Source: an optimization exercise on an open RTL-to-GDS flow (aim: small area and few clock cycles). Production flows keep margins and buffers that such runs may drop. Only simulation tests tie the RTL to the original design; equivalence was not proved. Power and IR drop assume default switching activity.

==> inputs of 03-04 <==
==> flow/design.v <==
module icsp_stream (
    input  wire        clk,
    input  wire        rst,
    input  wire        op_valid,
    output wire        op_ready,
    input  wire [2:0]  op_code,
    input  wire [21:0] op_arg,
    output wire        o_valid,
    input  wire        o_ready,
    output reg  [7:0]  o_data,
    input  wire        s_valid,
    input  wire [7:0]  s_data,
    output wire        w_valid,
    output wire [15:0] w_data
);
    localparam [1:0] U_T = 2'd0, U_B = 2'd1, U_P = 2'd2, U_S = 2'd3;
    reg [2:0]  op;
    reg [21:0] arg;      
    reg [5:0]  u;
    reg [2:0]  bytn;
    wire idle = (bytn == 3'd7);
    assign op_ready = idle;
    assign o_valid  = !idle;
    wire sentinel = (op_code == 3'd3) && (op_arg[15:0] == 16'hFFFF);
    reg [5:0] u_start;
    always @* begin
        case (op_code)
            3'd0:    u_start = 6'd36;
            3'd6:    u_start = 6'd35;
            3'd7:    u_start = 6'd8;
            default: u_start = sentinel ? 6'd8 : 6'd31;
        endcase
    end
    reg [1:0] typ;
    reg [7:0] t0, p0, p1;    
    reg [7:0] cmdc;          
    reg       last_u;        
    wire [4:0] fidx  = u[4:0] - 5'd1;
    reg        fmask;
    always @* begin
        case (op)
            3'd3:    fmask = (u[4:0] <= 5'd16);
            3'd4:    fmask = (u[4:0] <= 5'd8);
            3'd5:    fmask = (u[4:0] <= 5'd4);
            default: fmask = 1'b1;
        endcase
    end
    wire fbit = (u[4:0] != 5'd0) && (u[4:0] <= 5'd22) && fmask && arg[fidx];
    localparam [31:0] KEY = 32'h4D434850;
    reg bitv;
    always @* begin
        case (op)
            3'd1:    cmdc = 8'h80;
            3'd2:    cmdc = 8'hFE;
            3'd5:    cmdc = 8'h18;
            default: cmdc = 8'hE0;
        endcase
        if (op == 3'd0)
            bitv = KEY[u[4:0]];
        else if (u[4:3] == 2'b11)
            bitv = cmdc[u[2:0]];
        else
            bitv = fbit;
    end
    always @* begin
        typ    = U_B;
        t0     = 8'h80;
        p0     = 8'h00;
        p1     = 8'h38;
        last_u = 1'b0;
        case (op)
            3'd0, 3'd6: begin
                if (u[5]) begin
                    typ = U_T;
                    case (u[2:0])
                        3'd4: begin t0 = 8'h86; p0 = 8'h0E; p1 = 8'h00; end
                        3'd3: begin             p0 = 8'h08;             end
                        3'd1: begin             p0 = 8'h00;             end
                        default: begin t0 = 8'h8F; p0 = 8'hF4; p1 = 8'h01; end
                    endcase
                    last_u = (op == 3'd6) ? (u[2:0] == 3'd2) : (u[2:0] == 3'd7);
                end
            end
            3'd2: begin
                if (u == 6'd23) begin
                    typ = U_T; p1 = 8'h18;
                end else if (u == 6'd22) begin
                    typ = U_S;
                end else if (u == 6'd61) begin
                    typ = U_T; last_u = 1'b1;
                end else if (u[5] || u[4:3] != 2'b11) begin
                    typ = U_P;
                end
            end
            3'd3, 3'd4, 3'd5: begin
                if (u[5]) begin
                    typ = U_T; t0 = 8'h8F; last_u = 1'b1;
                    case (op)
                        3'd3:    begin p0 = 8'h4B; p1 = 8'h00; end
                        3'd4:    begin p0 = 8'h7C; p1 = 8'h15; end
                        default: begin p0 = 8'h10; p1 = 8'h27; end
                    endcase
                end
            end
            3'd1: last_u = (u == 6'd0);
            default: last_u = (u[4:0] == 5'd1);
        endcase
    end
    reg [2:0] last_byte;
    always @* begin
        o_data    = 8'h00;
        last_byte = 3'd2;
        case (typ)
            U_T: begin
                last_byte = 3'd2;
                case (bytn)
                    3'd0:    o_data = t0;
                    3'd1:    o_data = p0;
                    default: o_data = p1;
                endcase
            end
            U_B: begin
                last_byte = 3'd5;
                case (bytn)
                    3'd0, 3'd3: o_data = 8'h80;
                    3'd1:       o_data = bitv ? 8'h30 : 8'h10;
                    3'd4:       o_data = bitv ? 8'h20 : 8'h00;
                    default:    o_data = 8'h38;
                endcase
            end
            U_P: begin
                last_byte = 3'd6;
                case (bytn)
                    3'd0, 3'd3: o_data = 8'h80;
                    3'd1:       o_data = 8'h10;
                    3'd4:       o_data = 8'h00;
                    3'd6:       o_data = 8'h81;
                    default:    o_data = 8'h18;
                endcase
            end
            default: begin
                last_byte = 3'd1;
                o_data = (bytn == 3'd0) ? 8'h8E : 8'h01;
            end
        endcase
    end
    wire unit_done = (bytn == last_byte);
    wire more      = (op == 3'd2) && (arg[5:0] != 6'd0);
    always @(posedge clk) begin
        if (rst) begin
            bytn <= 3'd7;
        end else if (idle) begin
            if (op_valid)
                bytn <= 3'd0;
        end else if (o_ready) begin
            if (!unit_done) begin
                bytn <= bytn + 3'd1;
            end else if (last_u && !more) begin
                bytn <= 3'd7;
            end else begin
                bytn <= 3'd0;
            end
        end
    end
    always @(posedge clk) begin
        if (idle) begin
            op  <= {op_code[2] | sentinel, op_code[1:0]};
            arg <= {op_arg[21:3], op_arg[2:0] & {3{!sentinel}}};
            u   <= u_start;
        end else if (o_ready && unit_done) begin
            if (last_u) begin
                u        <= 6'd31;
                arg[5:0] <= arg[5:0] - 6'd1;
            end else begin
                u <= u - 6'd1;
            end
        end
    end
    reg [4:0]  s_cnt;
    reg [15:0] s_shift;
    always @(posedge clk) begin
        if (rst) begin
            s_cnt <= 5'd0;
        end else if (s_valid) begin
            s_cnt <= (s_cnt == 5'd23) ? 5'd0 : s_cnt + 5'd1;
        end
    end
    always @(posedge clk) begin
        if (s_valid)
            s_shift <= {s_shift[14:0], s_data[5]};
    end
    assign w_valid = s_valid && (s_cnt == 5'd23);
    assign w_data  = s_shift;
endmodule
==> flow/run.sh <==
#!/bin/bash
# synth_recipe.tcl (not shown) runs the flow's synth.tcl, then flattens the netlist and writes it again
# the make line also repeats each setting of config.mk as NAME=value (left out here)
make -C /OpenROAD-flow-scripts/flow DESIGN_CONFIG=/design/flow/config.mk WORK_HOME=/design/flow/orfs CLKGATE_MAP_FILE= SYNTH_SCRIPT=/design/flow/synth_recipe.tcl finish
==> flow/config.mk <==
export PLATFORM = sky130hd
export DESIGN_NAME = icsp_stream
export DESIGN_NICKNAME = icsp_stream
export VERILOG_FILES = /design/flow/design.v
export SDC_FILE = /design/flow/constraint.sdc
export NUM_CORES = 4
export LEC_CHECK = 0
export ABC_AREA = 1
export CAP_MARGIN = 20
export CORE_MARGIN = 2
export CORE_UTILIZATION = 40
export SLEW_MARGIN = 20
==> flow/constraint.sdc <==
create_clock -name core_clock -period 6.0 [get_ports {clk}]
set_input_delay 1.2000 -clock core_clock [delete_from_list [all_inputs] [get_ports {clk}]]
set_output_delay 1.2000 -clock core_clock [all_outputs]
set_load 0.01 [all_outputs]
==> 02-15 (differences from 03-04) <==
--- a/flow/design.v
+++ b/flow/design.v
@@ -19,4 +19,5 @@
     reg [5:0]  u;
-    reg [2:0]  bytn;
-    wire idle = (bytn == 3'd7);
+    reg        h;        
+    reg [1:0]  p;        
+    wire idle = !h && (p == 2'd3);
     assign op_ready = idle;
@@ -37,3 +38,2 @@
     reg       last_u;        
-    wire [4:0] fidx  = u[4:0] - 5'd1;
     reg        fmask;
@@ -47,3 +47,4 @@
     end
-    wire fbit = (u[4:0] != 5'd0) && (u[4:0] <= 5'd22) && fmask && arg[fidx];
+    wire [31:0] A = {8'h00, 1'b0, arg, 1'b0};
+    wire fbit = fmask && A[u[4:0]];
     localparam [31:0] KEY = 32'h4D434850;
@@ -108,12 +109,12 @@
     end
-    reg [2:0] last_byte;
+    reg unit_done;
     always @* begin
         o_data    = 8'h00;
-        last_byte = 3'd2;
+        unit_done = 1'b0;
         case (typ)
             U_T: begin
-                last_byte = 3'd2;
-                case (bytn)
-                    3'd0:    o_data = t0;
-                    3'd1:    o_data = p0;
+                unit_done = (p == 2'd2);
+                case (p)
+                    2'd0:    o_data = t0;
+                    2'd1:    o_data = p0;
                     default: o_data = p1;
@@ -122,8 +123,7 @@
             U_B: begin
-                last_byte = 3'd5;
-                case (bytn)
-                    3'd0, 3'd3: o_data = 8'h80;
-                    3'd1:       o_data = bitv ? 8'h30 : 8'h10;
-                    3'd4:       o_data = bitv ? 8'h20 : 8'h00;
-                    default:    o_data = 8'h38;
+                unit_done = h && (p == 2'd2);
+                case (p)
+                    2'd0:    o_data = 8'h80;
+                    2'd1:    o_data = {2'b00, bitv, !h, 4'h0};
+                    default: o_data = 8'h38;
                 endcase
@@ -131,9 +131,8 @@
             U_P: begin
-                last_byte = 3'd6;
-                case (bytn)
-                    3'd0, 3'd3: o_data = 8'h80;
-                    3'd1:       o_data = 8'h10;
-                    3'd4:       o_data = 8'h00;
-                    3'd6:       o_data = 8'h81;
-                    default:    o_data = 8'h18;
+                unit_done = h && (p == 2'd3);
+                case (p)
+                    2'd0:    o_data = 8'h80;
+                    2'd1:    o_data = {3'b000, !h, 4'h0};
+                    2'd2:    o_data = 8'h18;
+                    default: o_data = 8'h81;
                 endcase
@@ -141,4 +140,4 @@
             default: begin
-                last_byte = 3'd1;
-                o_data = (bytn == 3'd0) ? 8'h8E : 8'h01;
+                unit_done = (p == 2'd1);
+                o_data = (p == 2'd0) ? 8'h8E : 8'h01;
             end
@@ -146,17 +145,19 @@
     end
-    wire unit_done = (bytn == last_byte);
-    wire more      = (op == 3'd2) && (arg[5:0] != 6'd0);
+    wire more = (op == 3'd2) && (arg[5:0] != 6'd0);
     always @(posedge clk) begin
         if (rst) begin
-            bytn <= 3'd7;
+            h <= 1'b0;
+            p <= 2'd3;
         end else if (idle) begin
             if (op_valid)
-                bytn <= 3'd0;
+                p <= 2'd0;
         end else if (o_ready) begin
-            if (!unit_done) begin
-                bytn <= bytn + 3'd1;
-            end else if (last_u && !more) begin
-                bytn <= 3'd7;
+            if (unit_done) begin
+                h <= 1'b0;
+                p <= (last_u && !more) ? 2'd3 : 2'd0;
+            end else if (!h && p == 2'd2) begin
+                h <= 1'b1;
+                p <= 2'd0;
             end else begin
-                bytn <= 3'd0;
+                p <= p + 2'd1;
             end
@@ -178,3 +179,3 @@
     end
-    reg [4:0]  s_cnt;
+    reg [4:0]  s_cnt;       
     reg [15:0] s_shift;
@@ -182,5 +183,5 @@
         if (rst) begin
-            s_cnt <= 5'd0;
+            s_cnt <= 5'd8;
         end else if (s_valid) begin
-            s_cnt <= (s_cnt == 5'd23) ? 5'd0 : s_cnt + 5'd1;
+            s_cnt <= (s_cnt == 5'd31) ? 5'd8 : s_cnt + 5'd1;
         end
@@ -191,3 +192,3 @@
     end
-    assign w_valid = s_valid && (s_cnt == 5'd23);
+    assign w_valid = s_valid && (s_cnt == 5'd31);
     assign w_data  = s_shift;
==> flow/flow/run.sh (new file) <==
#!/bin/bash
# Own layout flow: the standard ORFS flow with changes that only affect
# how small the layout comes out:
#  - synthesis maps the logic with an area-oriented ABC script (flow/area.abc,
#    deepsyn then amap area mapping) instead of ORFS's abc_area.script;
#    registers are mapped before ABC, so they are the standard synthesis's;
#  - adders are left to ABC (no ORFS adder extraction);
#  - every port still gets a buffer, but a buf_1 instead of ORFS's default;
#  - CTS uses clkbuf_8 only, without dummy loads;
set -euo pipefail
W=$(pwd)
ABC_SCRIPT_FILE="$W/flow/area.abc"
# synthesis script: synth_recipe.tcl with ORFS's synth.tcl sourced through a
# copy whose only change is the ABC script
sed "s#log_cmd abc {\*}\$abc_args#log_cmd abc -script $ABC_SCRIPT_FILE {*}[lrange \$abc_args 2 end]#" \
    "$FLOW_HOME/scripts/synth.tcl" > "$W/flow/orfs_synth_area.tcl"
grep -q "log_cmd abc -script $ABC_SCRIPT_FILE" "$W/flow/orfs_synth_area.tcl"
sed "s#source \$::env(SCRIPTS_DIR)/synth.tcl#source $W/flow/orfs_synth_area.tcl#" \
    "$W/synth_recipe.tcl" > "$W/flow/synth_area.tcl"
grep -q "orfs_synth_area.tcl" "$W/flow/synth_area.tcl"
sed -e "s#SYNTH_SCRIPT=[^ ]*#SYNTH_SCRIPT=$W/flow/synth_area.tcl 'BUFFER_PORTS_ARGS=-buffer_cell sky130_fd_sc_hd__buf_1' ADDER_MAP_FILE= 'CTS_ARGS=-sink_clustering_enable -repair_clock_nets -dont_use_dummy_load -buf_list sky130_fd_sc_hd__clkbuf_8 -root_buf sky130_fd_sc_hd__clkbuf_8 -sink_clustering_size 60 -sink_clustering_max_diameter 400'#" \
    "$W/standard.sh" > "$W/flow/standard_area.sh"
grep -q "BUFFER_PORTS_ARGS" "$W/flow/standard_area.sh"
bash "$W/flow/standard_area.sh" > "$W/flow_make.log" 2>&1
test -f "$W/out/final.def"
==> flow/flow/area.abc (new file) <==
strash
&get -n
&deepsyn -S 2 -I 1 -J 2000 -T 900
&put
dch -f
amap -m -F 4 -A 10
topo
==> flow/standard.sh (new file) <==
#!/bin/bash
# synth_recipe.tcl (not shown) runs the flow's synth.tcl, then flattens the netlist and writes it again
# the make line also repeats each setting of config.mk as NAME=value (left out here)
make -C /OpenROAD-flow-scripts/flow DESIGN_CONFIG=/design/flow/config.mk WORK_HOME=/design/flow/orfs CLKGATE_MAP_FILE= SYNTH_SCRIPT=/design/flow/synth_recipe.tcl "${@:-finish}"
- CORE_UTILIZATION: 40 -> 60
removed: flow/run.sh
==> qor summary <==
Internal: 03-04 1.225 mW; 02-15 0.7911 mW
Peak per-stage delay on the critical path: 03-04 0.56 ns; 02-15 0.45 ns
GR Util All Layers: 03-04 17.06%; 02-15 26.17%
Number of cells on the worst reg-to-reg path: 03-04 11; 02-15 12
Clock transition at the registers of the reported paths: 03-04 0.10 ns; 02-15 0.09 ns
Die Span X: 03-04 98.88 um; 02-15 70.19 um
Mapped Avg Cell Area: 03-04 7.727 um2; 02-15 10.11 um2
Total of plain and repair buffers excluding clock buffers: 03-04 60; 02-15 58
Vertical die dimension: 03-04 98.88 um; 02-15 70.19 um
Via count of the first global-routing pass: 03-04 3046; 02-15 2159
Launching element of the worst setup path: 03-04 u[0]; 02-15 op[2]
Comb pwr share: 03-04 59.0%; 02-15 39.7%
Post-synthesis compound-gate area fraction: 03-04 10.25%; 02-15 18.71%
Tap cell instance count: 03-04 108; 02-15 52
Share of the clock period used by the worst path after layout: 03-04 76.07%; 02-15 81.22%
Power spent charging and discharging nets: 03-04 1.086 mW; 02-15 0.5455 mW
Number of core rows: 03-04 34; 02-15 24
First-pass GRT wire length: 03-04 13.87 mm; 02-15 10.14 mm
Most common library cell in the layout ignoring fill and taps: 03-04 sky130_fd_sc_hd__nand2_1; 02-15 sky130_fd_sc_hd__buf_1
Detailed-route vias per instance: 03-04 5.119; 02-15 6.149
Minimum clock period: 03-04 4.564 ns; 02-15 4.873 ns
Run status: 03-04 timing/DRC/antenna clean; 02-15 timing/DRC/antenna clean
Testbench counts of 03-04, summed over its fixed seeds: cycles 453,113.
Testbench counts of 02-15, summed over its fixed seeds: cycles 453,113.

-- port drivers added, routing unchanged --
Ports are ideal in the flow. The routed layouts listed here were re-timed in OpenROAD. Step 1 sets driving cells, clkbuf_16 on the clock port and buf_2 on the other inputs (assumed; they add their load-dependent delay and slew). Step 2 also shifts input and output timing later by t, the mid clock arrival at the registers, as if the neighbouring blocks saw the same clock. Three values: no drivers, after step 1, after step 2; two values: the first two.
run	t, ns	setup WS [ns]	worst setup path at the end	clock arrival spread, ns	cell pins on the clock port's net
03-04	0.332	1.436 / 1.407 / 1.738	register to output	0.009 / 0.009	1
02-15	0.328	1.127 / 1.099 / 1.427	register to output	0.019 / 0.019	1
After both steps setup and hold are still met in every run listed.
